What follows belongs to an exercise in optimizing a design on an open flow for small area, a short achievable clock period and few clock cycles per item; a production flow would make more cautious choices. Function was not checked in any run shown here: the RTL went through the layout flow alone. No activity file was given, so power comes from the tool's default toggle rates.

==> design/flow/design.v <==
module erf_decoder (
    input  wire         clk,
    input  wire         rst,
    input  wire         in_valid,
    output wire         in_ready,
    input  wire         in_vreset,
    input  wire         in_en,
    input  wire [119:0] in_pkt,
    output reg          out_valid,
    input  wire         out_ready,
    output wire         out_trigger,
    output wire [4:0]   out_err,
    output reg  [39:0]  out_ts,
    output reg  [1:0]   out_seq,
    output reg  [7:0]   out_sync,
    output reg  [15:0]  out_crc_rx,
    output reg  [15:0]  out_crc_calc,
    output reg  [31:0]  out_flags_lo,
    output reg  [5:0]   out_flags_hi,
    output reg  [2:0]   out_grp_r,
    output reg  [2:0]   out_grp_s,
    output reg  [3:0]   out_pkt_err,
    output reg          out_mode,
    output reg  [4:0]   out_aux
);
    wire [103:0] d = in_pkt[119:16];
    wire [15:0]  crc_in;
    wire cx0 = d[28] ^ d[76];
    wire cx1 = d[4] ^ d[75];
    wire cx2 = d[19] ^ d[70];
    wire cx3 = d[41] ^ d[102];
    wire cx4 = d[47] ^ d[95];
    wire cx5 = d[90] ^ d[103];
    wire cx6 = d[17] ^ d[48];
    wire cx7 = d[49] ^ d[97];
    wire cx8 = d[50] ^ d[78];
    wire cx9 = d[10] ^ cx0;
    wire cx10 = d[0] ^ d[6];
    wire cx11 = d[1] ^ d[7];
    wire cx12 = d[2] ^ d[8];
    wire cx13 = d[3] ^ d[9];
    wire cx14 = d[5] ^ d[11];
    wire cx15 = d[12] ^ d[56];
    wire cx16 = d[15] ^ d[89];
    wire cx17 = d[16] ^ d[91];
    wire cx18 = d[27] ^ d[46];
    wire cx19 = d[44] ^ d[54];
    wire cx20 = d[45] ^ d[55];
    wire cx21 = d[69] ^ cx4;
    wire cx22 = d[71] ^ cx1;
    wire cx23 = d[96] ^ cx2;
    wire cx24 = d[13] ^ d[73];
    wire cx25 = d[14] ^ d[74];
    wire cx26 = d[20] ^ d[72];
    wire cx27 = d[29] ^ d[30];
    wire cx28 = d[68] ^ d[94];
    wire cx29 = d[18] ^ cx7;
    wire cx30 = d[26] ^ cx5;
    wire cx31 = d[81] ^ cx3;
    wire cx32 = cx9 ^ cx14;
    wire cx33 = d[21] ^ d[31];
    wire cx34 = d[22] ^ d[32];
    wire cx35 = d[23] ^ d[33];
    wire cx36 = d[24] ^ d[34];
    wire cx37 = d[25] ^ d[87];
    wire cx38 = d[42] ^ d[52];
    wire cx39 = d[43] ^ d[53];
    wire cx40 = d[51] ^ d[79];
    wire cx41 = d[57] ^ d[84];
    wire cx42 = d[58] ^ d[82];
    wire cx43 = d[59] ^ d[83];
    wire cx44 = d[65] ^ d[100];
    wire cx45 = d[66] ^ d[101];
    wire cx46 = d[80] ^ d[98];
    wire cx47 = d[35] ^ cx8;
    wire cx48 = d[36] ^ cx17;
    wire cx49 = d[39] ^ cx16;
    wire cx50 = d[67] ^ cx6;
    wire cx51 = d[86] ^ cx10;
    wire cx52 = d[88] ^ cx12;
    wire cx53 = d[92] ^ cx27;
    wire cx54 = d[93] ^ cx18;
    wire cx55 = d[77] ^ cx22;
    wire cx56 = d[99] ^ cx31;
    wire cx57 = cx21 ^ cx54;
    wire cx58 = cx23 ^ cx29;
    wire cx59 = d[61] ^ d[85];
    wire cx60 = d[38] ^ cx37;
    wire cx61 = d[63] ^ cx11;
    wire cx62 = cx13 ^ cx44;
    wire cx63 = cx19 ^ cx25;
    wire cx64 = cx20 ^ cx26;
    wire cx65 = cx15 ^ cx47;
    wire cx66 = cx36 ^ cx50;
    wire cx67 = cx43 ^ cx51;
    wire cx68 = cx28 ^ cx57;
    wire cx69 = cx32 ^ cx53;
    wire cx70 = d[60] ^ d[94];
    wire cx71 = d[40] ^ cx38;
    wire cx72 = cx24 ^ cx39;
    wire cx73 = cx33 ^ cx40;
    wire cx74 = cx34 ^ cx41;
    wire cx75 = cx35 ^ cx45;
    wire cx76 = d[64] ^ cx30;
    wire cx77 = cx5 ^ cx48;
    wire cx78 = cx30 ^ cx42;
    wire cx79 = cx49 ^ cx52;
    wire cx80 = d[37] ^ cx67;
    wire cx81 = d[97] ^ cx56;
    wire cx82 = cx11 ^ cx66;
    wire cx83 = cx46 ^ cx58;
    wire cx84 = d[2] ^ d[67];
    wire cx85 = d[4] ^ d[66];
    wire cx86 = d[5] ^ d[76];
    wire cx87 = d[6] ^ d[43];
    wire cx88 = d[7] ^ d[21];
    wire cx89 = d[8] ^ d[13];
    wire cx90 = d[9] ^ d[14];
    wire cx91 = d[11] ^ d[19];
    wire cx92 = d[12] ^ d[32];
    wire cx93 = d[15] ^ d[59];
    wire cx94 = d[22] ^ d[55];
    wire cx95 = d[23] ^ d[86];
    wire cx96 = d[25] ^ d[52];
    wire cx97 = d[29] ^ d[102];
    wire cx98 = d[33] ^ d[35];
    wire cx99 = d[34] ^ d[40];
    wire cx100 = d[37] ^ d[91];
    wire cx101 = d[44] ^ d[72];
    wire cx102 = d[45] ^ d[78];
    wire cx103 = d[48] ^ d[60];
    wire cx104 = d[53] ^ d[85];
    wire cx105 = d[54] ^ d[62];
    wire cx106 = d[58] ^ d[87];
    wire cx107 = d[62] ^ d[73];
    wire cx108 = d[64] ^ d[69];
    wire cx109 = d[70] ^ d[74];
    wire cx110 = d[75] ^ d[92];
    wire cx111 = d[77] ^ d[100];
    wire cx112 = d[93] ^ d[99];
    wire cx113 = d[27] ^ cx40;
    wire cx114 = d[31] ^ cx16;
    wire cx115 = d[42] ^ cx41;
    wire cx116 = d[46] ^ cx70;
    wire cx117 = d[56] ^ cx8;
    wire cx118 = d[57] ^ cx45;
    wire cx119 = d[79] ^ cx20;
    wire cx120 = d[95] ^ cx42;
    wire cx121 = d[96] ^ cx0;
    wire cx122 = d[103] ^ cx59;
    wire cx123 = cx1 ^ cx15;
    wire cx124 = cx2 ^ cx104;
    wire cx125 = cx3 ^ cx7;
    wire cx126 = cx4 ^ cx96;
    wire cx127 = cx6 ^ cx13;
    wire cx128 = cx10 ^ cx33;
    wire cx129 = cx12 ^ cx35;
    wire cx130 = cx17 ^ cx107;
    wire cx131 = cx19 ^ cx26;
    wire cx132 = cx34 ^ cx46;
    wire cx133 = cx39 ^ cx99;
    wire cx134 = cx88 ^ cx105;
    wire cx135 = cx89 ^ cx94;
    wire cx136 = cx90 ^ cx95;
    wire cx137 = cx98 ^ cx109;
    wire cx138 = d[1] ^ cx64;
    wire cx139 = d[3] ^ cx23;
    wire cx140 = d[16] ^ cx71;
    wire cx141 = d[24] ^ cx22;
    wire cx142 = d[71] ^ cx73;
    wire cx143 = d[80] ^ cx62;
    wire cx144 = d[88] ^ cx63;
    wire cx145 = d[101] ^ cx9;
    wire cx146 = cx21 ^ cx131;
    wire cx147 = cx24 ^ cx60;
    wire cx148 = cx25 ^ cx117;
    wire cx149 = cx61 ^ cx75;
    wire cx150 = cx64 ^ cx93;
    wire cx151 = cx72 ^ cx74;
    wire cx152 = cx87 ^ cx120;
    wire cx153 = cx108 ^ cx122;
    wire cx154 = cx110 ^ cx121;
    wire cx155 = d[0] ^ cx55;
    wire cx156 = d[47] ^ cx32;
    wire cx157 = d[82] ^ cx76;
    wire cx158 = cx52 ^ cx55;
    wire cx159 = cx58 ^ cx114;
    wire cx160 = cx59 ^ cx77;
    wire cx161 = cx65 ^ cx116;
    wire cx162 = cx78 ^ cx119;
    wire cx163 = cx79 ^ cx118;
    wire cx164 = d[65] ^ d[90];
    wire cx165 = d[98] ^ cx70;
    wire cx166 = cx100 ^ cx164;
    wire cx167 = cx47 ^ cx113;
    wire cx168 = cx115 ^ cx127;
    wire cx169 = cx165 ^ cx166;
    wire cx170 = cx56 ^ cx146;
    wire cx171 = cx167 ^ cx168;
    wire cx172 = cx169 ^ cx69;
    wire cx173 = cx155 ^ cx159;
    wire cx174 = cx170 ^ cx171;
    wire cx175 = cx172 ^ cx173;
    wire cx176 = cx174 ^ cx175;
    assign crc_in[0] = ~cx176;
    wire cx177 = d[38] ^ d[48];
    wire cx178 = d[73] ^ cx8;
    wire cx179 = cx38 ^ cx85;
    wire cx180 = cx92 ^ cx111;
    wire cx181 = cx112 ^ cx177;
    wire cx182 = cx178 ^ cx179;
    wire cx183 = cx180 ^ cx181;
    wire cx184 = cx138 ^ cx142;
    wire cx185 = cx152 ^ cx182;
    wire cx186 = cx183 ^ cx69;
    wire cx187 = cx83 ^ cx160;
    wire cx188 = cx184 ^ cx185;
    wire cx189 = cx186 ^ cx187;
    wire cx190 = cx188 ^ cx189;
    assign crc_in[1] = ~cx190;
    wire cx191 = d[18] ^ d[90];
    wire cx192 = cx3 ^ cx38;
    wire cx193 = cx84 ^ cx103;
    wire cx194 = cx191 ^ cx49;
    wire cx195 = cx123 ^ cx134;
    wire cx196 = cx137 ^ cx192;
    wire cx197 = cx193 ^ cx57;
    wire cx198 = cx67 ^ cx143;
    wire cx199 = cx145 ^ cx151;
    wire cx200 = cx194 ^ cx195;
    wire cx201 = cx196 ^ cx197;
    wire cx202 = cx198 ^ cx199;
    wire cx203 = cx200 ^ cx201;
    wire cx204 = cx202 ^ cx203;
    assign crc_in[2] = ~cx204;
    wire cx205 = d[49] ^ d[81];
    wire cx206 = cx28 ^ cx97;
    wire cx207 = cx103 ^ cx106;
    wire cx208 = cx205 ^ cx63;
    wire cx209 = cx115 ^ cx133;
    wire cx210 = cx135 ^ cx206;
    wire cx211 = cx207 ^ cx55;
    wire cx212 = cx139 ^ cx149;
    wire cx213 = cx208 ^ cx209;
    wire cx214 = cx210 ^ cx156;
    wire cx215 = cx160 ^ cx211;
    wire cx216 = cx212 ^ cx213;
    wire cx217 = cx214 ^ cx215;
    wire cx218 = cx216 ^ cx217;
    assign crc_in[3] = ~cx218;
    wire cx219 = d[62] ^ d[76];
    wire cx220 = cx14 ^ cx19;
    wire cx221 = cx100 ^ cx219;
    wire cx222 = cx53 ^ cx125;
    wire cx223 = cx136 ^ cx220;
    wire cx224 = cx221 ^ cx65;
    wire cx225 = cx66 ^ cx150;
    wire cx226 = cx152 ^ cx153;
    wire cx227 = cx222 ^ cx223;
    wire cx228 = cx158 ^ cx224;
    wire cx229 = cx225 ^ cx226;
    wire cx230 = cx227 ^ cx228;
    wire cx231 = cx229 ^ cx230;
    assign crc_in[4] = ~cx231;
    wire cx232 = d[20] ^ d[28];
    wire cx233 = d[29] ^ d[63];
    wire cx234 = d[84] ^ cx6;
    wire cx235 = cx15 ^ cx20;
    wire cx236 = cx91 ^ cx232;
    wire cx237 = cx233 ^ cx134;
    wire cx238 = cx234 ^ cx235;
    wire cx239 = cx236 ^ cx77;
    wire cx240 = cx141 ^ cx147;
    wire cx241 = cx237 ^ cx238;
    wire cx242 = cx68 ^ cx80;
    wire cx243 = cx81 ^ cx239;
    wire cx244 = cx240 ^ cx241;
    wire cx245 = cx242 ^ cx243;
    wire cx246 = cx244 ^ cx245;
    assign crc_in[5] = ~cx246;
    wire cx247 = d[10] ^ d[85];
    wire cx248 = cx18 ^ cx91;
    wire cx249 = cx247 ^ cx49;
    wire cx250 = cx60 ^ cx61;
    wire cx251 = cx62 ^ cx73;
    wire cx252 = cx135 ^ cx248;
    wire cx253 = cx65 ^ cx144;
    wire cx254 = cx249 ^ cx250;
    wire cx255 = cx251 ^ cx252;
    wire cx256 = cx81 ^ cx155;
    wire cx257 = cx157 ^ cx253;
    wire cx258 = cx254 ^ cx255;
    wire cx259 = cx256 ^ cx257;
    wire cx260 = cx258 ^ cx259;
    assign crc_in[6] = cx260;
    wire cx261 = d[13] ^ d[78];
    wire cx262 = d[83] ^ cx44;
    wire cx263 = cx261 ^ cx48;
    wire cx264 = cx71 ^ cx113;
    wire cx265 = cx123 ^ cx132;
    wire cx266 = cx136 ^ cx262;
    wire cx267 = cx138 ^ cx263;
    wire cx268 = cx264 ^ cx265;
    wire cx269 = cx266 ^ cx156;
    wire cx270 = cx157 ^ cx163;
    wire cx271 = cx267 ^ cx268;
    wire cx272 = cx269 ^ cx270;
    wire cx273 = cx271 ^ cx272;
    assign crc_in[7] = cx273;
    wire cx274 = d[14] ^ d[30];
    wire cx275 = d[51] ^ d[83];
    wire cx276 = cx84 ^ cx106;
    wire cx277 = cx274 ^ cx275;
    wire cx278 = cx72 ^ cx75;
    wire cx279 = cx128 ^ cx276;
    wire cx280 = cx277 ^ cx140;
    wire cx281 = cx141 ^ cx146;
    wire cx282 = cx278 ^ cx279;
    wire cx283 = cx83 ^ cx161;
    wire cx284 = cx280 ^ cx281;
    wire cx285 = cx282 ^ cx283;
    wire cx286 = cx284 ^ cx285;
    assign crc_in[8] = cx286;
    wire cx287 = d[36] ^ d[50];
    wire cx288 = d[61] ^ d[68];
    wire cx289 = d[98] ^ cx86;
    wire cx290 = cx287 ^ cx288;
    wire cx291 = cx126 ^ cx289;
    wire cx292 = cx290 ^ cx139;
    wire cx293 = cx142 ^ cx144;
    wire cx294 = cx150 ^ cx151;
    wire cx295 = cx291 ^ cx81;
    wire cx296 = cx82 ^ cx292;
    wire cx297 = cx293 ^ cx294;
    wire cx298 = cx295 ^ cx296;
    wire cx299 = cx297 ^ cx298;
    assign crc_in[9] = ~cx299;
    wire cx300 = d[17] ^ cx18;
    wire cx301 = cx28 ^ cx31;
    wire cx302 = cx74 ^ cx124;
    wire cx303 = cx126 ^ cx128;
    wire cx304 = cx129 ^ cx130;
    wire cx305 = cx300 ^ cx143;
    wire cx306 = cx148 ^ cx301;
    wire cx307 = cx302 ^ cx303;
    wire cx308 = cx304 ^ cx69;
    wire cx309 = cx162 ^ cx305;
    wire cx310 = cx306 ^ cx307;
    wire cx311 = cx308 ^ cx309;
    wire cx312 = cx310 ^ cx311;
    assign crc_in[10] = cx312;
    wire cx313 = d[65] ^ d[74];
    wire cx314 = d[84] ^ d[89];
    wire cx315 = cx36 ^ cx86;
    wire cx316 = cx101 ^ cx112;
    wire cx317 = cx313 ^ cx314;
    wire cx318 = cx124 ^ cx125;
    wire cx319 = cx132 ^ cx315;
    wire cx320 = cx316 ^ cx317;
    wire cx321 = cx78 ^ cx149;
    wire cx322 = cx318 ^ cx319;
    wire cx323 = cx320 ^ cx80;
    wire cx324 = cx161 ^ cx321;
    wire cx325 = cx322 ^ cx323;
    wire cx326 = cx324 ^ cx325;
    assign crc_in[11] = cx326;
    wire cx327 = d[36] ^ d[41];
    wire cx328 = cx85 ^ cx101;
    wire cx329 = cx102 ^ cx327;
    wire cx330 = cx62 ^ cx129;
    wire cx331 = cx328 ^ cx329;
    wire cx332 = cx147 ^ cx153;
    wire cx333 = cx330 ^ cx331;
    wire cx334 = cx69 ^ cx80;
    wire cx335 = cx82 ^ cx159;
    wire cx336 = cx332 ^ cx333;
    wire cx337 = cx334 ^ cx335;
    wire cx338 = cx336 ^ cx337;
    assign crc_in[12] = cx338;
    wire cx339 = d[26] ^ d[51];
    wire cx340 = d[72] ^ cx92;
    wire cx341 = cx102 ^ cx339;
    wire cx342 = cx51 ^ cx60;
    wire cx343 = cx63 ^ cx130;
    wire cx344 = cx340 ^ cx341;
    wire cx345 = cx56 ^ cx154;
    wire cx346 = cx342 ^ cx343;
    wire cx347 = cx344 ^ cx68;
    wire cx348 = cx82 ^ cx163;
    wire cx349 = cx345 ^ cx346;
    wire cx350 = cx347 ^ cx348;
    wire cx351 = cx349 ^ cx350;
    assign crc_in[13] = ~cx351;
    wire cx352 = cx13 ^ cx24;
    wire cx353 = cx37 ^ cx97;
    wire cx354 = cx111 ^ cx29;
    wire cx355 = cx50 ^ cx61;
    wire cx356 = cx137 ^ cx352;
    wire cx357 = cx353 ^ cx79;
    wire cx358 = cx140 ^ cx154;
    wire cx359 = cx354 ^ cx355;
    wire cx360 = cx356 ^ cx68;
    wire cx361 = cx162 ^ cx357;
    wire cx362 = cx358 ^ cx359;
    wire cx363 = cx360 ^ cx361;
    wire cx364 = cx362 ^ cx363;
    assign crc_in[14] = cx364;
    wire cx365 = d[41] ^ d[89];
    wire cx366 = cx27 ^ cx43;
    wire cx367 = cx365 ^ cx48;
    wire cx368 = cx127 ^ cx133;
    wire cx369 = cx366 ^ cx76;
    wire cx370 = cx145 ^ cx148;
    wire cx371 = cx367 ^ cx368;
    wire cx372 = cx68 ^ cx83;
    wire cx373 = cx158 ^ cx369;
    wire cx374 = cx370 ^ cx371;
    wire cx375 = cx372 ^ cx373;
    wire cx376 = cx374 ^ cx375;
    assign crc_in[15] = cx376;
    wire [39:0] i_ts   = in_pkt[119:80];
    wire [1:0]  i_seq  = in_pkt[25:24];
    wire [7:0]  i_sync = in_pkt[23:16];
    wire [7:0]  b3 = in_pkt[31:24];
    wire [7:0]  b4 = in_pkt[39:32];
    wire [7:0]  b5 = in_pkt[47:40];
    wire [7:0]  b6 = in_pkt[55:48];
    wire [7:0]  b7 = in_pkt[63:56];
    wire [7:0]  b8 = in_pkt[71:64];
    wire [7:0]  b9 = in_pkt[79:72];
    wire [37:0] i_flags = {b9, b8, b7[7:1], b6[5:0], b5[7:3], b4[7:4]};
    wire [135:0] i_res = {i_ts, i_seq, i_sync, in_pkt[15:0], crc_in, i_flags,
                          b5[0], b5[1], b5[2], b6[6], b6[7], b7[0],
                          b4[3:0], b3[7], b3[6:2]};
    reg          c_seq_have;
    reg  [1:0]   c_last_seq;
    reg          c_sync_have;
    reg  [7:0]   c_last_sync;
    reg  [39:0]  c_last_ts;
    reg          u_seq;    
    reg          u_sync;   
    reg          u_ts;     
    reg          r_trig;
    reg          r_seq_bad;
    reg          r_sync_rep;
    reg          r_sync_bad;
    reg          r_ts_bad;
    wire crc_ok = (out_crc_calc == out_crc_rx);
    assign out_trigger = r_trig & crc_ok;
    assign out_err     = crc_ok ? {r_ts_bad, r_sync_bad, r_sync_rep, r_seq_bad, 1'b0} : 5'h01;
    wire         e_seq  = u_seq  & crc_ok;
    wire         e_sync = u_sync & crc_ok;
    wire         e_ts   = u_ts   & crc_ok;
    wire         s_seq_have  = c_seq_have | e_seq;
    wire [1:0]   s_last_seq  = e_seq ? out_seq : c_last_seq;
    wire         s_sync_have = c_sync_have | e_sync;
    wire [7:0]   s_last_sync = e_sync ? out_sync : c_last_sync;
    wire [39:0]  s_last_ts   = e_ts ? out_ts : c_last_ts;
    assign in_ready = !out_valid || out_ready;
    wire acc     = in_valid && in_ready;
    wire acc_dec = acc && !in_vreset;
    wire ld      = acc_dec && in_en;
    wire clr     = rst || (acc && in_vreset);
    wire tc_g0_0 = i_ts[0] & ~s_last_ts[0];
    wire tc_e0_0 = ~(i_ts[0] ^ s_last_ts[0]);
    wire tc_g1_0 = i_ts[1] & ~s_last_ts[1];
    wire tc_e1_0 = ~(i_ts[1] ^ s_last_ts[1]);
    wire tc_g2_0 = i_ts[2] & ~s_last_ts[2];
    wire tc_e2_0 = ~(i_ts[2] ^ s_last_ts[2]);
    wire tc_g3_0 = i_ts[3] & ~s_last_ts[3];
    wire tc_e3_0 = ~(i_ts[3] ^ s_last_ts[3]);
    wire tc_g4_0 = i_ts[4] & ~s_last_ts[4];
    wire tc_e4_0 = ~(i_ts[4] ^ s_last_ts[4]);
    wire tc_g5_0 = i_ts[5] & ~s_last_ts[5];
    wire tc_e5_0 = ~(i_ts[5] ^ s_last_ts[5]);
    wire tc_g6_0 = i_ts[6] & ~s_last_ts[6];
    wire tc_e6_0 = ~(i_ts[6] ^ s_last_ts[6]);
    wire tc_g7_0 = i_ts[7] & ~s_last_ts[7];
    wire tc_e7_0 = ~(i_ts[7] ^ s_last_ts[7]);
    wire tc_g8_0 = i_ts[8] & ~s_last_ts[8];
    wire tc_e8_0 = ~(i_ts[8] ^ s_last_ts[8]);
    wire tc_g9_0 = i_ts[9] & ~s_last_ts[9];
    wire tc_e9_0 = ~(i_ts[9] ^ s_last_ts[9]);
    wire tc_g10_0 = i_ts[10] & ~s_last_ts[10];
    wire tc_e10_0 = ~(i_ts[10] ^ s_last_ts[10]);
    wire tc_g11_0 = i_ts[11] & ~s_last_ts[11];
    wire tc_e11_0 = ~(i_ts[11] ^ s_last_ts[11]);
    wire tc_g12_0 = i_ts[12] & ~s_last_ts[12];
    wire tc_e12_0 = ~(i_ts[12] ^ s_last_ts[12]);
    wire tc_g13_0 = i_ts[13] & ~s_last_ts[13];
    wire tc_e13_0 = ~(i_ts[13] ^ s_last_ts[13]);
    wire tc_g14_0 = i_ts[14] & ~s_last_ts[14];
    wire tc_e14_0 = ~(i_ts[14] ^ s_last_ts[14]);
    wire tc_g15_0 = i_ts[15] & ~s_last_ts[15];
    wire tc_e15_0 = ~(i_ts[15] ^ s_last_ts[15]);
    wire tc_g16_0 = i_ts[16] & ~s_last_ts[16];
    wire tc_e16_0 = ~(i_ts[16] ^ s_last_ts[16]);
    wire tc_g17_0 = i_ts[17] & ~s_last_ts[17];
    wire tc_e17_0 = ~(i_ts[17] ^ s_last_ts[17]);
    wire tc_g18_0 = i_ts[18] & ~s_last_ts[18];
    wire tc_e18_0 = ~(i_ts[18] ^ s_last_ts[18]);
    wire tc_g19_0 = i_ts[19] & ~s_last_ts[19];
    wire tc_e19_0 = ~(i_ts[19] ^ s_last_ts[19]);
    wire tc_g20_0 = i_ts[20] & ~s_last_ts[20];
    wire tc_e20_0 = ~(i_ts[20] ^ s_last_ts[20]);
    wire tc_g21_0 = i_ts[21] & ~s_last_ts[21];
    wire tc_e21_0 = ~(i_ts[21] ^ s_last_ts[21]);
    wire tc_g22_0 = i_ts[22] & ~s_last_ts[22];
    wire tc_e22_0 = ~(i_ts[22] ^ s_last_ts[22]);
    wire tc_g23_0 = i_ts[23] & ~s_last_ts[23];
    wire tc_e23_0 = ~(i_ts[23] ^ s_last_ts[23]);
    wire tc_g24_0 = i_ts[24] & ~s_last_ts[24];
    wire tc_e24_0 = ~(i_ts[24] ^ s_last_ts[24]);
    wire tc_g25_0 = i_ts[25] & ~s_last_ts[25];
    wire tc_e25_0 = ~(i_ts[25] ^ s_last_ts[25]);
    wire tc_g26_0 = i_ts[26] & ~s_last_ts[26];
    wire tc_e26_0 = ~(i_ts[26] ^ s_last_ts[26]);
    wire tc_g27_0 = i_ts[27] & ~s_last_ts[27];
    wire tc_e27_0 = ~(i_ts[27] ^ s_last_ts[27]);
    wire tc_g28_0 = i_ts[28] & ~s_last_ts[28];
    wire tc_e28_0 = ~(i_ts[28] ^ s_last_ts[28]);
    wire tc_g29_0 = i_ts[29] & ~s_last_ts[29];
    wire tc_e29_0 = ~(i_ts[29] ^ s_last_ts[29]);
    wire tc_g30_0 = i_ts[30] & ~s_last_ts[30];
    wire tc_e30_0 = ~(i_ts[30] ^ s_last_ts[30]);
    wire tc_g31_0 = i_ts[31] & ~s_last_ts[31];
    wire tc_e31_0 = ~(i_ts[31] ^ s_last_ts[31]);
    wire tc_g32_0 = i_ts[32] & ~s_last_ts[32];
    wire tc_e32_0 = ~(i_ts[32] ^ s_last_ts[32]);
    wire tc_g33_0 = i_ts[33] & ~s_last_ts[33];
    wire tc_e33_0 = ~(i_ts[33] ^ s_last_ts[33]);
    wire tc_g34_0 = i_ts[34] & ~s_last_ts[34];
    wire tc_e34_0 = ~(i_ts[34] ^ s_last_ts[34]);
    wire tc_g35_0 = i_ts[35] & ~s_last_ts[35];
    wire tc_e35_0 = ~(i_ts[35] ^ s_last_ts[35]);
    wire tc_g36_0 = i_ts[36] & ~s_last_ts[36];
    wire tc_e36_0 = ~(i_ts[36] ^ s_last_ts[36]);
    wire tc_g37_0 = i_ts[37] & ~s_last_ts[37];
    wire tc_e37_0 = ~(i_ts[37] ^ s_last_ts[37]);
    wire tc_g38_0 = i_ts[38] & ~s_last_ts[38];
    wire tc_e38_0 = ~(i_ts[38] ^ s_last_ts[38]);
    wire tc_g39_0 = i_ts[39] & ~s_last_ts[39];
    wire tc_e39_0 = ~(i_ts[39] ^ s_last_ts[39]);
    wire tc_g0_1 = tc_g1_0 | (tc_e1_0 & tc_g0_0);
    wire tc_e0_1 = tc_e1_0 & tc_e0_0;
    wire tc_g1_1 = tc_g3_0 | (tc_e3_0 & tc_g2_0);
    wire tc_e1_1 = tc_e3_0 & tc_e2_0;
    wire tc_g2_1 = tc_g5_0 | (tc_e5_0 & tc_g4_0);
    wire tc_e2_1 = tc_e5_0 & tc_e4_0;
    wire tc_g3_1 = tc_g7_0 | (tc_e7_0 & tc_g6_0);
    wire tc_e3_1 = tc_e7_0 & tc_e6_0;
    wire tc_g4_1 = tc_g9_0 | (tc_e9_0 & tc_g8_0);
    wire tc_e4_1 = tc_e9_0 & tc_e8_0;
    wire tc_g5_1 = tc_g11_0 | (tc_e11_0 & tc_g10_0);
    wire tc_e5_1 = tc_e11_0 & tc_e10_0;
    wire tc_g6_1 = tc_g13_0 | (tc_e13_0 & tc_g12_0);
    wire tc_e6_1 = tc_e13_0 & tc_e12_0;
    wire tc_g7_1 = tc_g15_0 | (tc_e15_0 & tc_g14_0);
    wire tc_e7_1 = tc_e15_0 & tc_e14_0;
    wire tc_g8_1 = tc_g17_0 | (tc_e17_0 & tc_g16_0);
    wire tc_e8_1 = tc_e17_0 & tc_e16_0;
    wire tc_g9_1 = tc_g19_0 | (tc_e19_0 & tc_g18_0);
    wire tc_e9_1 = tc_e19_0 & tc_e18_0;
    wire tc_g10_1 = tc_g21_0 | (tc_e21_0 & tc_g20_0);
    wire tc_e10_1 = tc_e21_0 & tc_e20_0;
    wire tc_g11_1 = tc_g23_0 | (tc_e23_0 & tc_g22_0);
    wire tc_e11_1 = tc_e23_0 & tc_e22_0;
    wire tc_g12_1 = tc_g25_0 | (tc_e25_0 & tc_g24_0);
    wire tc_e12_1 = tc_e25_0 & tc_e24_0;
    wire tc_g13_1 = tc_g27_0 | (tc_e27_0 & tc_g26_0);
    wire tc_e13_1 = tc_e27_0 & tc_e26_0;
    wire tc_g14_1 = tc_g29_0 | (tc_e29_0 & tc_g28_0);
    wire tc_e14_1 = tc_e29_0 & tc_e28_0;
    wire tc_g15_1 = tc_g31_0 | (tc_e31_0 & tc_g30_0);
    wire tc_e15_1 = tc_e31_0 & tc_e30_0;
    wire tc_g16_1 = tc_g33_0 | (tc_e33_0 & tc_g32_0);
    wire tc_e16_1 = tc_e33_0 & tc_e32_0;
    wire tc_g17_1 = tc_g35_0 | (tc_e35_0 & tc_g34_0);
    wire tc_e17_1 = tc_e35_0 & tc_e34_0;
    wire tc_g18_1 = tc_g37_0 | (tc_e37_0 & tc_g36_0);
    wire tc_e18_1 = tc_e37_0 & tc_e36_0;
    wire tc_g19_1 = tc_g39_0 | (tc_e39_0 & tc_g38_0);
    wire tc_e19_1 = tc_e39_0 & tc_e38_0;
    wire tc_g0_2 = tc_g1_1 | (tc_e1_1 & tc_g0_1);
    wire tc_e0_2 = tc_e1_1 & tc_e0_1;
    wire tc_g1_2 = tc_g3_1 | (tc_e3_1 & tc_g2_1);
    wire tc_e1_2 = tc_e3_1 & tc_e2_1;
    wire tc_g2_2 = tc_g5_1 | (tc_e5_1 & tc_g4_1);
    wire tc_e2_2 = tc_e5_1 & tc_e4_1;
    wire tc_g3_2 = tc_g7_1 | (tc_e7_1 & tc_g6_1);
    wire tc_e3_2 = tc_e7_1 & tc_e6_1;
    wire tc_g4_2 = tc_g9_1 | (tc_e9_1 & tc_g8_1);
    wire tc_e4_2 = tc_e9_1 & tc_e8_1;
    wire tc_g5_2 = tc_g11_1 | (tc_e11_1 & tc_g10_1);
    wire tc_e5_2 = tc_e11_1 & tc_e10_1;
    wire tc_g6_2 = tc_g13_1 | (tc_e13_1 & tc_g12_1);
    wire tc_e6_2 = tc_e13_1 & tc_e12_1;
    wire tc_g7_2 = tc_g15_1 | (tc_e15_1 & tc_g14_1);
    wire tc_e7_2 = tc_e15_1 & tc_e14_1;
    wire tc_g8_2 = tc_g17_1 | (tc_e17_1 & tc_g16_1);
    wire tc_e8_2 = tc_e17_1 & tc_e16_1;
    wire tc_g9_2 = tc_g19_1 | (tc_e19_1 & tc_g18_1);
    wire tc_e9_2 = tc_e19_1 & tc_e18_1;
    wire tc_g0_3 = tc_g1_2 | (tc_e1_2 & tc_g0_2);
    wire tc_e0_3 = tc_e1_2 & tc_e0_2;
    wire tc_g1_3 = tc_g3_2 | (tc_e3_2 & tc_g2_2);
    wire tc_e1_3 = tc_e3_2 & tc_e2_2;
    wire tc_g2_3 = tc_g5_2 | (tc_e5_2 & tc_g4_2);
    wire tc_e2_3 = tc_e5_2 & tc_e4_2;
    wire tc_g3_3 = tc_g7_2 | (tc_e7_2 & tc_g6_2);
    wire tc_e3_3 = tc_e7_2 & tc_e6_2;
    wire tc_g4_3 = tc_g9_2 | (tc_e9_2 & tc_g8_2);
    wire tc_e4_3 = tc_e9_2 & tc_e8_2;
    wire tc_g0_4 = tc_g1_3 | (tc_e1_3 & tc_g0_3);
    wire tc_e0_4 = tc_e1_3 & tc_e0_3;
    wire tc_g1_4 = tc_g3_3 | (tc_e3_3 & tc_g2_3);
    wire tc_e1_4 = tc_e3_3 & tc_e2_3;
    wire tc_g0_5 = tc_g1_4 | (tc_e1_4 & tc_g0_4);
    wire tc_e0_5 = tc_e1_4 & tc_e0_4;
    wire tc_g0_6 = tc_g4_3 | (tc_e4_3 & tc_g0_5);
    wire ts_gt = tc_g0_6;
    wire sync_bad = !((i_sync == 8'h55) || (i_sync == 8'hAA));
    wire seq_bad  = s_seq_have && (i_seq != s_last_seq + 2'd1);
    wire sync_rep = s_sync_have && (i_sync == s_last_sync);
    wire ts_bad   = (s_last_ts != 40'd0) && !ts_gt;
    wire [135:0] res_q = {out_ts, out_seq, out_sync, out_crc_rx, out_crc_calc,
                          out_flags_hi, out_flags_lo, out_grp_r, out_grp_s,
                          out_pkt_err, out_mode, out_aux};
    wire [135:0] res_d = ({136{ld}} & i_res) | ({136{!acc}} & res_q);
    always @(posedge clk) begin
        if (clr) begin
            c_seq_have  <= 1'b0;
            c_last_seq  <= 2'd0;
            c_sync_have <= 1'b0;
            c_last_sync <= 8'h00;
            c_last_ts   <= 40'd0;
        end else begin
            c_seq_have  <= s_seq_have;
            c_last_seq  <= s_last_seq;
            c_sync_have <= s_sync_have;
            c_last_sync <= s_last_sync;
            c_last_ts   <= s_last_ts;
        end
        if (rst || !acc_dec) begin
            u_seq  <= 1'b0;
            u_sync <= 1'b0;
            u_ts   <= 1'b0;
        end else begin
            u_seq  <= in_en;
            u_sync <= in_en && !sync_bad;
            u_ts   <= in_en && !sync_bad && !ts_bad;
        end
        if (rst)
            out_valid <= 1'b0;
        else if (acc)
            out_valid <= !in_vreset;
        else if (out_ready)
            out_valid <= 1'b0;
        if (acc_dec) begin
            r_trig     <= ld && !sync_bad;
            r_seq_bad  <= ld && seq_bad;
            r_sync_bad <= ld && sync_bad;
            r_sync_rep <= ld && !sync_bad && sync_rep;
            r_ts_bad   <= ld && !sync_bad && ts_bad;
        end
        {out_ts, out_seq, out_sync, out_crc_rx, out_crc_calc,
         out_flags_hi, out_flags_lo, out_grp_r, out_grp_s,
         out_pkt_err, out_mode, out_aux} <= res_d;
    end
endmodule
==> design/flow/run.sh <==
#!/bin/bash
# synth_recipe.tcl (not shown) runs the flow's synth.tcl, then flattens the netlist and writes it again
# the make line also repeats each setting of config.mk as NAME=value (left out here)
make -C /OpenROAD-flow-scripts/flow DESIGN_CONFIG=/design/flow/config.mk WORK_HOME=/design/flow/orfs CLKGATE_MAP_FILE= SYNTH_SCRIPT=/design/flow/synth_recipe.tcl finish
==> design/flow/config.mk <==
export PLATFORM = sky130hd
export DESIGN_NAME = erf_decoder
export DESIGN_NICKNAME = erf_decoder
export VERILOG_FILES = /design/flow/design.v
export SDC_FILE = /design/flow/constraint.sdc
export NUM_CORES = 4
export LEC_CHECK = 0
export CAP_MARGIN = 20
export CORE_MARGIN = 2
export CORE_UTILIZATION = 40
export PLACE_DENSITY = 0.6
export SETUP_SLACK_MARGIN = 2.5
export SLEW_MARGIN = 20
==> design/flow/constraint.sdc <==
create_clock -name core_clock -period 6.0 [get_ports {clk}]
set_input_delay 1.2000 -clock core_clock [delete_from_list [all_inputs] [get_ports {clk}]]
set_output_delay 1.2000 -clock core_clock [all_outputs]
set_load 0.01 [all_outputs]
==> flow_summary.yaml, run 1 <==
critical_path:
  path_depth: 16
  cp.required_ns: 6.32
  r2r_cells: 16
  slowest_stage: "dfxtp_4"
  criticalPathCategory: "flip-flop to flip-flop"
  cpPeakStageDelay_ns: 0.36
  cp_top_family: "compound AO/OA/AOI/OAI gates"
  cp-end-kind: "flip-flop"
  cpMostUsedCell: "a21o_1"
  crit_buf_inv: 2
  crit_chain: "xnor2_2, nand4_1, nor4_4, buf_6, nand2_8, buf_12, mux2i_2, ha_1, a21o_1, a21o_1, a21o_1, a21o_1, a211oi_2, o21ai_2, a22oi_2, and3_1"
  worstPathMaxFanout: 7
  worstPathArrival_ns: 3.89
  cp-start-kind: "flip-flop"
synthesis:
  synth_edf_count: 5
  synthesis.area_sq_um: 11100
  synthTopCellsByCount: "283 x xnor2_1, 192 x dfxtp_1, 125 x a22o_1"
  synth_top_cell_area_share_pct: 34.7
  synthCells: 1059
  async_flop_share_pct: 0
  synth_seq_area_share_pct: 36.0
  synth_seq_cells: 197
  ys.flop_type: "dfxtp_1"
  syn_area_per_cell_sq_um: 10.5
  yosys.cell_count.top_type: "xnor2_1"
  synth_nets: 1224
  synth.area.top_cells: "dfxtp_1 35%, xnor2_1 22%, a22o_1 9.9%, xor2_1 5.9%, mux2i_1 4.4%"
  yosysTopAreaCell: "dfxtp_1"
  yosysWarnings: 1
  synthDistinctLibCells: 45
clock_network:
  cts_buffer_depth: 2
  numCtsBuffers: 17
  clkSinkCount: 197
  root_buffer: "clkbuf_16"
  h-tree-depth: 4
  cts_hold_buffers: 0
  cts_tree: "done"
  path_clk_slew_ns: 0.08
  clk_latency_ns: 0.45
sta:
  worst_pin_slew_ns: 0.910
  fmax_mhz: 279
  min_period_ns: 3.58
  drv_slew: 0
  period_share_pct: 59.6
  fin_skew_ns: 0.0153
  hold_viol: 0
  rsz0062_at_grt: "true"
  layout_setup_ws_ns: 2.42
  slew_headroom_pct: 39.4
  setup_viol: 0
  finalSetupTns_ns: 0
final_layout:
  regArea_sq_um: 4020
  final_layout_size_suffix_gt1_share_pct: 9.77
  multi_input_area_sq_um: 7110
  insertedDiodeCount: 0
  area_growth_pct: 36.5
  final_nets: 1484
  nFillCells: 2391
flow_run:
  cap_violations: 0
grt:
  grt_usage_pct: 26.2
  antenna_found_initial: 0
  grt_pass1_vias: 8687
  gr-total-overflow: 0
  grt_pass1_wl_microns: 55600
  grt_start_max_net_pins: 73
pwr:
  powerDensity_nw_per_um2: 326
  p_leak_uw: 0.00592
  irDropWorstVdd_mv: 0.198
routing:
  drt_first_pass_iters: 5
  via_per_inst: 5.17
  routed_wl_microns: 38500
  vias: 8808
  drtAntennaViolNets: 0
  drtIter0Drc: 648
  wl_per_cell_microns: 22.6
  drc: 0
placement:
  dp_hpwl_microns: 29100
  place.gp.congestion: 0.882
  detailedPlace.worstSlack_ns: 1.85
  portBuffers: 269
outcome:
  outcome: "no timing/DRC/antenna violations"
floorplan:
  initial_core_util_pct: 40.9
  rows: 60
  fp.dieW_microns: 170
  coreArea_sq_um: 27100
  die_h_microns: 170
  ios: 270
  dieArea_sq_um: 29100
min_path:
  hold_path.class: "flip-flop to flip-flop"
  hold_depth: 2
[cells in the final DEF (no fill, tap or decap), types with 3 or more instances in the layout]
| master | synthesis | final |
|---|---|---|
| mux2i_4 | 0 | 3 |
| nor4bb_1 | 4 | 4 |
| xnor2_2 | 18 | 32 |
| xnor2_1 | 283 | 269 |
| xor2_1 | 75 | 75 |
| a22o_1 | 125 | 125 |
| a21oi_1 | 10 | 10 |
| xor2_2 | 6 | 6 |
| clkinv_4 | 0 | 3 |
| nand2_1 | 23 | 21 |
| dlygate4sd2_1 | 0 | 4 |
| inv_1 | 4 | 4 |
| o21ai_0 | 6 | 4 |
| and3_1 | 3 | 3 |
| dfxtp_4 | 0 | 3 |
| mux2i_1 | 49 | 44 |
| nor2_1 | 62 | 60 |
| nand4_1 | 19 | 19 |
| clkbuf_16 | 0 | 18 |
| buf_4 | 2 | 17 |
| clkdlybuf4s50_1 | 0 | 252 |
| o21ai_1 | 10 | 11 |
| edfxtp_1 | 5 | 5 |
| inv_8 | 0 | 4 |
| dlymetal6s2s_1 | 0 | 11 |
| ha_1 | 39 | 38 |
| dfxtp_1 | 192 | 181 |
| xnor3_1 | 4 | 4 |
| a21o_1 | 16 | 16 |
| buf_12 | 0 | 3 |
| dfxtp_2 | 0 | 8 |
| and2_1 | 6 | 5 |
| nor4_1 | 23 | 22 |
[worst min-delay path, cell delays in order, from the launching register on]
cell and delay, ns:
dfxtp_2 0.33, nand2_1 0.05, o21ai_1 0.05
[layer usage]
metal / up-vias / share of wire, % / GRT usage [%]
met5: - / 0 / 0
met4: 0 / 2.2 / 7.58
met3: 47 / 6.1 / 4.58
met2: 340 / 45 / 41.4
met1: 4211 / 47 / 36.5
li1: 4210 / - / -
[final timing paths]
check,from,endpoint,slack [ns]
hold reg to reg,out_crc_calc[15],out_crc_calc[15],0.46
setup / recovery,out_crc_calc[10],r_ts_bad,2.42
setup reg to reg,out_crc_calc[10],r_ts_bad,2.42
hold / removal,out_crc_calc[15],out_crc_calc[15],0.46
[per-stage QoR]
step	utilization (%)	hold slack, ns	area, sq um	power [uW]	std cells
after floorplan	-	0.439	11100	3070	1059
after global placement	52.0	0.456	14100	3790	1654
after detailed placement	52.0	0.460	14100	3790	1654
after CTS	54.6	0.469	14800	4930	1692
after global routing	55.8	0.497	15100	5180	1703
final	55.8	0.464	15100	4940	1703
[state kept, by name, summed over array words and instances (netlist names), 2 cells and up]
name and cells:
c_last_ts 40, out_ts 40, out_flags_lo 32, out_crc_calc 16
out_crc_rx 16, c_last_sync 8, out_sync 8, out_flags_hi 6
out_aux 5, out_pkt_err 4, out_grp_r 3, out_grp_s 3
c_last_seq 2, out_seq 2
[power breakdown]
group          internal (uW)  leakage [uW]  switching [uW]
Combinational           1180       0.00402            1110
Clock                    551      0.000277             588
Sequential              1410       0.00162            92.6
[area by class of cell]
cell class / count / area share [%]
multi-input cells: 807 / 47.0
flip-flops and latches: 197 / 26.5
repair buffers: 292 / 19.6
well taps: 372 / 3.08
clock buffers: 17 / 2.81
clock inverters: 14 / 0.926
inverters: 4 / 0.0992
[timing repair]
item | in CTS | in global routing
resized for setup | 21 | 55
endpoints found under the setup margin | 66 | 15
buffers inserted | 5 | 9
pin swaps | 7 | 25
cloned | 2 | 2
[kinds of logic (layout without fill, tap and decap cells)]
family | after synthesis | after routing | share of synthesized area, %
fa+ha+maj | 39 | 39 | 4.40
mux | 49 | 49 | 4.42
compound gates | 182 | 182 | 13.3
flops | 197 | 197 | 36.0
simple gates | 147 | 149 | 6.63
buf+inv | 57 | 327 | 2.11
xor+xnor | 388 | 388 | 33.1
==> run 2: changes to the inputs <==
--- a/design/flow/design.v
+++ b/design/flow/design.v
@@ -16,3 +16,3 @@
     output reg  [15:0]  out_crc_rx,
-    output reg  [15:0]  out_crc_calc,
+    output wire [15:0]  out_crc_calc,
     output reg  [31:0]  out_flags_lo,
@@ -431,3 +431,3 @@
     wire [37:0] i_flags = {b9, b8, b7[7:1], b6[5:0], b5[7:3], b4[7:4]};
-    wire [135:0] i_res = {i_ts, i_seq, i_sync, in_pkt[15:0], crc_in, i_flags,
+    wire [135:0] i_res = {i_ts, i_seq, i_sync, in_pkt[15:0], crc_in ^ in_pkt[15:0], i_flags,
                           b5[0], b5[1], b5[2], b6[6], b6[7], b7[0],
@@ -447,5 +447,9 @@
     reg          r_ts_bad;
-    wire crc_ok = (out_crc_calc == out_crc_rx);
+    reg  [15:0]  r_synd;
+    assign out_crc_calc = r_synd ^ out_crc_rx;
+    wire crc_ok = (r_synd == 16'd0);
     assign out_trigger = r_trig & crc_ok;
     assign out_err     = crc_ok ? {r_ts_bad, r_sync_bad, r_sync_rep, r_seq_bad, 1'b0} : 5'h01;
+    reg          c_ts_nz;
+    reg          r_ts_nz;
     wire         e_seq  = u_seq  & crc_ok;
@@ -458,2 +462,3 @@
     wire [39:0]  s_last_ts   = e_ts ? out_ts : c_last_ts;
+    wire         s_ts_nz     = e_ts ? r_ts_nz : c_ts_nz;
     assign in_ready = !out_valid || out_ready;
@@ -622,6 +627,10 @@
     wire sync_bad = !((i_sync == 8'h55) || (i_sync == 8'hAA));
-    wire seq_bad  = s_seq_have && (i_seq != s_last_seq + 2'd1);
-    wire sync_rep = s_sync_have && (i_sync == s_last_sync);
-    wire ts_bad   = (s_last_ts != 40'd0) && !ts_gt;
-    wire [135:0] res_q = {out_ts, out_seq, out_sync, out_crc_rx, out_crc_calc,
+    wire seq_bad_c  = c_seq_have && (i_seq != c_last_seq + 2'd1);
+    wire seq_bad_o  = (i_seq != out_seq + 2'd1);
+    wire seq_bad    = e_seq ? seq_bad_o : seq_bad_c;
+    wire sync_rep_c = c_sync_have && (i_sync == c_last_sync);
+    wire sync_rep_o = (i_sync == out_sync);
+    wire sync_rep   = e_sync ? sync_rep_o : sync_rep_c;
+    wire ts_bad     = s_ts_nz && !ts_gt;
+    wire [135:0] res_q = {out_ts, out_seq, out_sync, out_crc_rx, r_synd,
                           out_flags_hi, out_flags_lo, out_grp_r, out_grp_s,
@@ -636,2 +645,3 @@
             c_last_ts   <= 40'd0;
+            c_ts_nz     <= 1'b0;
         end else begin
@@ -642,2 +652,3 @@
             c_last_ts   <= s_last_ts;
+            c_ts_nz     <= s_ts_nz;
         end
@@ -664,4 +675,5 @@
             r_ts_bad   <= ld && !sync_bad && ts_bad;
+            r_ts_nz    <= ld && (i_ts != 40'd0);
         end
-        {out_ts, out_seq, out_sync, out_crc_rx, out_crc_calc,
+        {out_ts, out_seq, out_sync, out_crc_rx, r_synd,
          out_flags_hi, out_flags_lo, out_grp_r, out_grp_s,
==> run 2 against run 1 <==
  * Combinational power up 3%
  * Die area up 1.8%
  * First-iteration DRC count down 7.7%
  * Wire length up 1.5%
==> flow_summary.yaml, run 2 <==
pwr:
  p_leak_uw: 0.00581
  irDropWorstVdd_mv: 0.223
  finalPower_uw: 5080
  powerDensity_nw_per_um2: 334
synthesis:
  synthesis.area_sq_um: 11300
  synthDistinctLibCells: 45
  async_flop_share_pct: 0
  synth_top_cell_area_share_pct: 34.2
  yosysTopAreaCell: "dfxtp_1"
  syn_area_per_cell_sq_um: 10.2
  synth_nets: 1277
  yosys.cell_count.top_type: "xnor2_1"
  synth_seq_cells: 199
  synth_seq_area_share_pct: 35.8
  ys.flop_type: "dfxtp_1"
  synthTopCellsByCount: "319 x xnor2_1, 193 x dfxtp_1, 123 x a22o_1"
  yosysWarnings: 1
  synth.area.top_cells: "dfxtp_1 34%, xnor2_1 25%, a22o_1 9.5%, xor2_1 6.4%, ha_1 4.3%"
  synth_edf_count: 6
  synthCells: 1112
routing:
  vias: 9073
  routed_wl_microns: 39100
  drtAntennaViolNets: 0
  via_per_inst: 5.20
  drt_first_pass_iters: 4
  drc: 0
  wl_per_cell_microns: 22.4
  drtIter0Drc: 598
clock_network:
  cts_tree: "done"
  clkSinkCount: 199
  h-tree-depth: 4
  clk_latency_ns: 0.46
  cts_buffer_depth: 2
  numCtsBuffers: 17
  root_buffer: "clkbuf_16"
  path_clk_slew_ns: 0.07
sta:
  worst_pin_slew_ns: 0.810
  drv_slew: 0
  min_period_ns: 3.49
  layout_setup_ws_ns: 2.51
  period_share_pct: 58.1
  hold_viol: 0
  holdWs_ns: 0.472
  rsz0062_at_grt: "true"
  fin_skew_ns: 0.0168
  finalSetupTns_ns: 0
  fmax_mhz: 287
  slew_headroom_pct: 46.0
  setup_viol: 0
outcome:
  outcome: "no timing/DRC/antenna violations"
critical_path:
  slowest_stage: "clkdlybuf4s50_1"
  worstPathMaxFanout: 6
  cpPeakStageDelay_ns: 0.66
  cp-start-kind: "input pin"
  cp-end-kind: "flip-flop"
  worstPathArrival_ns: 3.68
  cp.required_ns: 6.20
  criticalPathCategory: "input pin to flip-flop"
  crit_buf_inv: 1
  cp_top_family: "simple AND/OR/NAND/NOR gates"
  crit_chain: "clkdlybuf4s50_1, ha_1, nand3_1, nor3_2, nand4_1, nor4_2, a211oi_2, o311a_1"
  reg2reg_slack_ns: 2.56
grt:
  grt_pass1_vias: 8720
  antenna_found_initial: 0
  grt_pass1_wl_microns: 56800
  grt_usage_pct: 26.4
  grt_start_max_net_pins: 72
  gr-total-overflow: 0
placement:
  place.gp.congestion: 0.989
  portBuffers: 269
  dp_hpwl_microns: 30300
  detailedPlace.worstSlack_ns: 1.66
floorplan:
  fp.dieW_microns: 172
  rows: 61
  ios: 270
  coreArea_sq_um: 27800
  initial_core_util_pct: 40.6
  dieArea_sq_um: 29600
  die_h_microns: 172
final_layout:
  insertedDiodeCount: 0
  final_layout_size_suffix_gt1_share_pct: 6.94
  fin_util_pct: 54.8
  area_growth_pct: 34.8
  layout_commonest_cell: "xnor2_1"
  final_cell_mix: "314 x xnor2_1, 257 x clkdlybuf4s50_1, 189 x dfxtp_1, 123 x a22o_1, 81 x xor2_1"
  final_nets: 1520
flow_run:
  cap_violations: 0
min_path:
  hold_path.class: "flip-flop to flip-flop"
run 2: changes by cell type after synthesis, sizes merged, moves of 7 or more:
cell	before	now
clkbuf	34	51
nand3	1	13
a21oi	10	23
nor4	24	16
nor2	62	55
xnor2	301	330
mux2i	49	41
a21o	16	6
nand2	23	39
nand4	19	12
run 2: cell families after synthesis:
family                     after synthesis  synth area share, %
adders and majority gates               39                 4.32
AOI/OAI and AO/OA                      187                 13.0
DFF                                    199                 35.8
and+or+nand+nor                        157                 6.62
buffers and inverters                   70                 2.63
xor gates and xnor gates               419                 34.0
muxes                                   41                 3.64
run 2: repair_timing:
action                                  in CTS  in global routing
pin swaps                                    5                  8
resized for setup                           25                 24
gates cloned                                 2                  1
buffers inserted                             1                  9
hold buffers                                 0                  0
endpoints found under the setup margin      90                 92
run 2: worst paths after layout:
kind                 start  cells past startpoint            end
max            in_pkt[110]                      8       r_ts_bad
min          c_last_seq[1]                      2  c_last_seq[1]
max reg2reg      r_synd[1]                     13       r_ts_bad
min reg2reg  c_last_seq[1]                      2  c_last_seq[1]
run 2: worst min-delay path: stages, from the launching register on:
cell     delay [ns]
dfxtp_1        0.32
nand2_1        0.05
a21oi_1        0.05
run 2: metrics by stage:
stage / area, sq um / instances
after floorplan: 11300 / 1112
after global placement: 14200 / 1701
after detailed placement: 14300 / 1701
after CTS: 15000 / 1736
after global routing: 15200 / 1746
final: 15200 / 1746
run 2: metal layers:
layer / global-route usage [%] / part of all wire, % / up-vias
met4: 8.84 / 2.8 / 0
met1: 36.3 / 46 / 4421
met5: 0 / 0 / -
met3: 4.44 / 5.6 / 55
met2: 42.0 / 46 / 290
li1: - / - / 4307
run 2: layout make-up:
cell class,instances,area (sq um)
inverter,4,15.0
clock buffer,17,425
fill,2549,12600
sequential,199,4050
multi-input combinational,844,7120
timing repair buffer,289,2950
clock inverter,15,179
tap,378,473
run 2: report_power, final:
part	leakage [uW]	switching [uW]	internal, uW	total (uW)
clock	0.000293	626	571	1200
sequential	0.00163	91.2	1420	1510
combinational	0.00388	1140	1230	2370
==> run 3: changes to the inputs <==
==> design/flow/flow/run.sh (new file) <==
#!/bin/bash
# Standard ORFS layout, except that the port buffers are buf_1 cells (the
# standard flow's buffer_ports picks clkdlybuf4s50_1 delay cells).
set -euo pipefail
export BUFFER_PORTS_ARGS="-buffer_cell sky130_fd_sc_hd__buf_1"
bash standard.sh > standard.log 2>&1
==> design/flow/standard.sh (new file) <==
#!/bin/bash
# synth_recipe.tcl (not shown) runs the flow's synth.tcl, then flattens the netlist and writes it again
# the make line also repeats each setting of config.mk as NAME=value (left out here)
make -C /OpenROAD-flow-scripts/flow DESIGN_CONFIG=/design/flow/config.mk WORK_HOME=/design/flow/orfs CLKGATE_MAP_FILE= SYNTH_SCRIPT=/design/flow/synth_recipe.tcl "${@:-finish}"
removed: design/flow/run.sh
==> run 3 against run 2 <==
  * Sequential power is essentially flat
  * Count of clock-buffer cells in the layout is the same
  * Register-to-register slack gained 0.13 ns
  * Still clean on timing, DRC and antenna
  * Largest cell class unchanged
  * Synthesized cell count is the same
==> flow_summary.yaml, run 3 <==
floorplan:
  initial_core_util_pct: 40.6
  coreArea_sq_um: 27800
  dieArea_sq_um: 29600
  die_h_microns: 172
  ios: 270
  fp.dieW_microns: 172
  rows: 61
critical_path:
  worstPathArrival_ns: 3.52
  criticalPathCategory: "flip-flop to flip-flop"
  r2r_cells: 13
  cp.required_ns: 6.21
  cp-end-kind: "flip-flop"
  cp-start-kind: "flip-flop"
  r2r-start: "r_synd[8]"
  reg2reg_slack_ns: 2.69
  worstPathMaxFanout: 12
  reg2reg_to: "r_ts_bad"
synthesis:
  synthTopCellsByCount: "319 x xnor2_1, 193 x dfxtp_1, 123 x a22o_1"
  synth_edf_count: 6
  synth.area.top_cells: "dfxtp_1 34%, xnor2_1 25%, a22o_1 9.5%, xor2_1 6.4%, ha_1 4.3%"
  yosysWarnings: 1
  synth_nets: 1277
  yosys.cell_count.top_type: "xnor2_1"
  ys.flop_type: "dfxtp_1"
  synth_seq_cells: 199
  synth_seq_area_share_pct: 35.8
  synthDistinctLibCells: 45
  syn_area_per_cell_sq_um: 10.2
  synth_top_cell_area_share_pct: 34.2
  async_flop_share_pct: 0
  synthesis.area_sq_um: 11300
  synthCells: 1112
  yosysTopAreaCell: "dfxtp_1"
final_layout:
  layout_commonest_cell: "xnor2_1"
  insertedDiodeCount: 0
  fin_util_pct: 48.3
  final_layout_size_suffix_gt1_share_pct: 6.21
  area_growth_pct: 18.8
  final_nets: 1521
  final_cell_mix: "319 x xnor2_1, 269 x buf_1, 193 x dfxtp_1, 123 x a22o_1, 82 x xor2_1"
sta:
  fmax_mhz: 302
  setup_viol: 0
  worst_pin_slew_ns: 0.813
  drv_slew: 0
  fin_skew_ns: 0.0180
  holdWs_ns: 0.467
  slew_headroom_pct: 45.8
  min_period_ns: 3.31
  hold_viol: 0
  period_share_pct: 55.2
  finalSetupTns_ns: 0
  rsz0062_at_grt: "false"
routing:
  drc: 0
  routed_wl_microns: 37400
  vias: 9140
  drt_first_pass_iters: 5
  wl_per_cell_microns: 21.4
  drtIter0Drc: 616
  via_per_inst: 5.23
  drtAntennaViolNets: 0
flow_run:
  cap_violations: 0
min_path:
  hold_path.class: "flip-flop to flip-flop"
  hold_depth: 2
  hold_end: "c_last_sync[0]"
  min_from: "c_last_sync[0]"
grt:
  grt_usage_pct: 25.0
  antenna_found_initial: 0
  grt_pass1_vias: 8651
  gr-total-overflow: 0
  grt_pass1_wl_microns: 53900
  grt_start_max_net_pins: 73
pwr:
  internal-power_uw: 3000
  finalPower_uw: 4850
  p_comb_share_pct: 44.5
  swShare_pct: 38.1
  seq_power_share_pct: 31.0
  clock_power_share_pct: 24.5
  power.switching_uw: 1850
  p_leak_uw: 0.00499
  irDropWorstVdd_mv: 0.212
  powerDensity_nw_per_um2: 361
clock_network:
  h-tree-depth: 4
  cts_tree: "done"
  path_clk_slew_ns: 0.09
  numCtsBuffers: 17
  clk_latency_ns: 0.45
  clkSinkCount: 199
  root_buffer: "clkbuf_16"
  cts_buffer_depth: 2
placement:
  place.gp.congestion: 0.960
  dp_hpwl_microns: 29400
  portBuffers: 269
outcome:
  outcome: "no timing/DRC/antenna violations"
==> run 3: cell types whose count changed in the layout (fill, tap and decap cells not counted), moves of 4 or more <==
cell             change
dfxtp_2              -4
xnor2_1              +5
clkdlybuf4s50_1    -257
buf_1              +269
dlymetal6s2s_1       -5
buf_4                +6
xnor2_2              -5
dfxtp_1              +4
dlygate4sd2_1        -7
==> run 3: final cells by class <==
type,count,area (sq um)
inverter,4,15.0
fill,2724,14400
multi-input combinational,844,7070
clock inverter,15,178
sequential,199,4040
timing repair buffer,290,1210
tap,378,473
clock buffer,17,425
==> run 3: kinds of logic after synthesis <==
family / after synthesis / synth area share [%]
buf+inv: 70 / 2.63
flops: 199 / 35.8
fa+ha+maj: 39 / 4.32
compound gates: 187 / 13.0
simple gates: 157 / 6.62
mux: 41 / 3.64
xor+xnor: 419 / 34.0
==> run 3: how the worst max path moves through the flow <==
stage | from | end | slack, ns | depth (start not counted)
3_5_place_dp | r_synd[12] | r_ts_bad | 1.79 | 13
3_3_place_gp | r_synd[12] | r_ts_bad | 1.85 | 13
4_1_cts | r_synd[12] | r_ts_bad | 2.50 | 13
2_1_floorplan | r_synd[7] | u_ts | 2.65 | 15
6_report | r_synd[8] | r_ts_bad | 2.69 | 13
5_1_grt | r_synd[8] | r_ts_bad | 2.51 | 15
==> run 3: through the flow <==
step / area [sq um] / instances / setup WS, ns
finish: 13400 / 1747 / 2.69
global route: 13400 / 1747 / 2.51
CTS: 13200 / 1735 / 2.50
detailed placement: 12600 / 1702 / 1.79
global placement: 12600 / 1702 / 1.85
floorplan: 11300 / 1112 / 2.65
==> run 3: power by group through the flow <==
stage	combinational, uW	sequential [uW]	clock (uW)
6_report	2160	1500	1190
5_1_grt	2320	1510	1260
4_1_cts	2100	1500	1200
3_5_place_dp	2070	1530	0
3_3_place_gp	2060	1520	0
2_1_floorplan	1520	1530	0
==> run 3: layer usage <==
layer / vias up / track usage, % / routed length [microns]
met3: 70 / 3.98 / 2160
met2: 353 / 39.7 / 16900
met1: 4405 / 34.0 / 17000
met5: - / 0 / 0
li1: 4312 / - / -
met4: 0 / 9.79 / 1230
==> run 3: critical path, cell delays in order, from the launching register on <==
cell      delay [ns]
dfxtp_1         0.34
nor4_2          0.31
and4_4          0.29
buf_12          0.12
nand2_8         0.09
buf_4           0.22
mux2i_1         0.15
ha_1            0.30
nand3_1         0.12
nor3_2          0.26
nand4_1         0.19
nor4_2          0.20
a211oi_2        0.15
o311a_1         0.31
==> run 3: what timing repair did <==
action | CTS | global route
setup buffers | 0 | 11
setup endpoints to repair | 2 | 2
pin swaps | 2 | 6
hold buffers | 0 | 0
gates cloned | 1 | 1
resized for setup | 10 | 12

==> separate check: timing with driven ports <==
The results above use ideal ports. As a check the final layouts listed here were re-extracted and re-timed, cells and wires unchanged.
Step 1 (the two cells are an assumption about what drives the block):
set clk [get_ports {clk}]
set_driving_cell -lib_cell sky130_fd_sc_hd__clkbuf_16 $clk
set_driving_cell -lib_cell sky130_fd_sc_hd__buf_2 [delete_from_list [all_inputs] $clk]
Step 2 also shifts input and output timing later by t, the mid clock arrival at the registers, as if the neighbouring blocks saw the same clock.
Slacks: ideal / step 1 / step 2; pairs: ideal / step 1.
| run | shift t [ns] | setup slack, ns | clock arrival spread, ns | cell pins on the clock port's net |
|---|---|---|---|---|
| run 1 | 0.490 | 2.421 / 2.421 / 2.062 | 0.018 / 0.018 | 1 |
| run 2 | 0.498 | 2.515 / 2.543 / 2.045 | 0.018 / 0.018 | 1 |
| run 3 | 0.493 | 2.686 / 2.686 / 2.257 | 0.018 / 0.018 | 1 |
After both steps setup and hold are still met in every run listed. For run 2, which loses most, drivers alone change the setup slack by +0.028 ns; drivers and shift together by -0.470 ns.
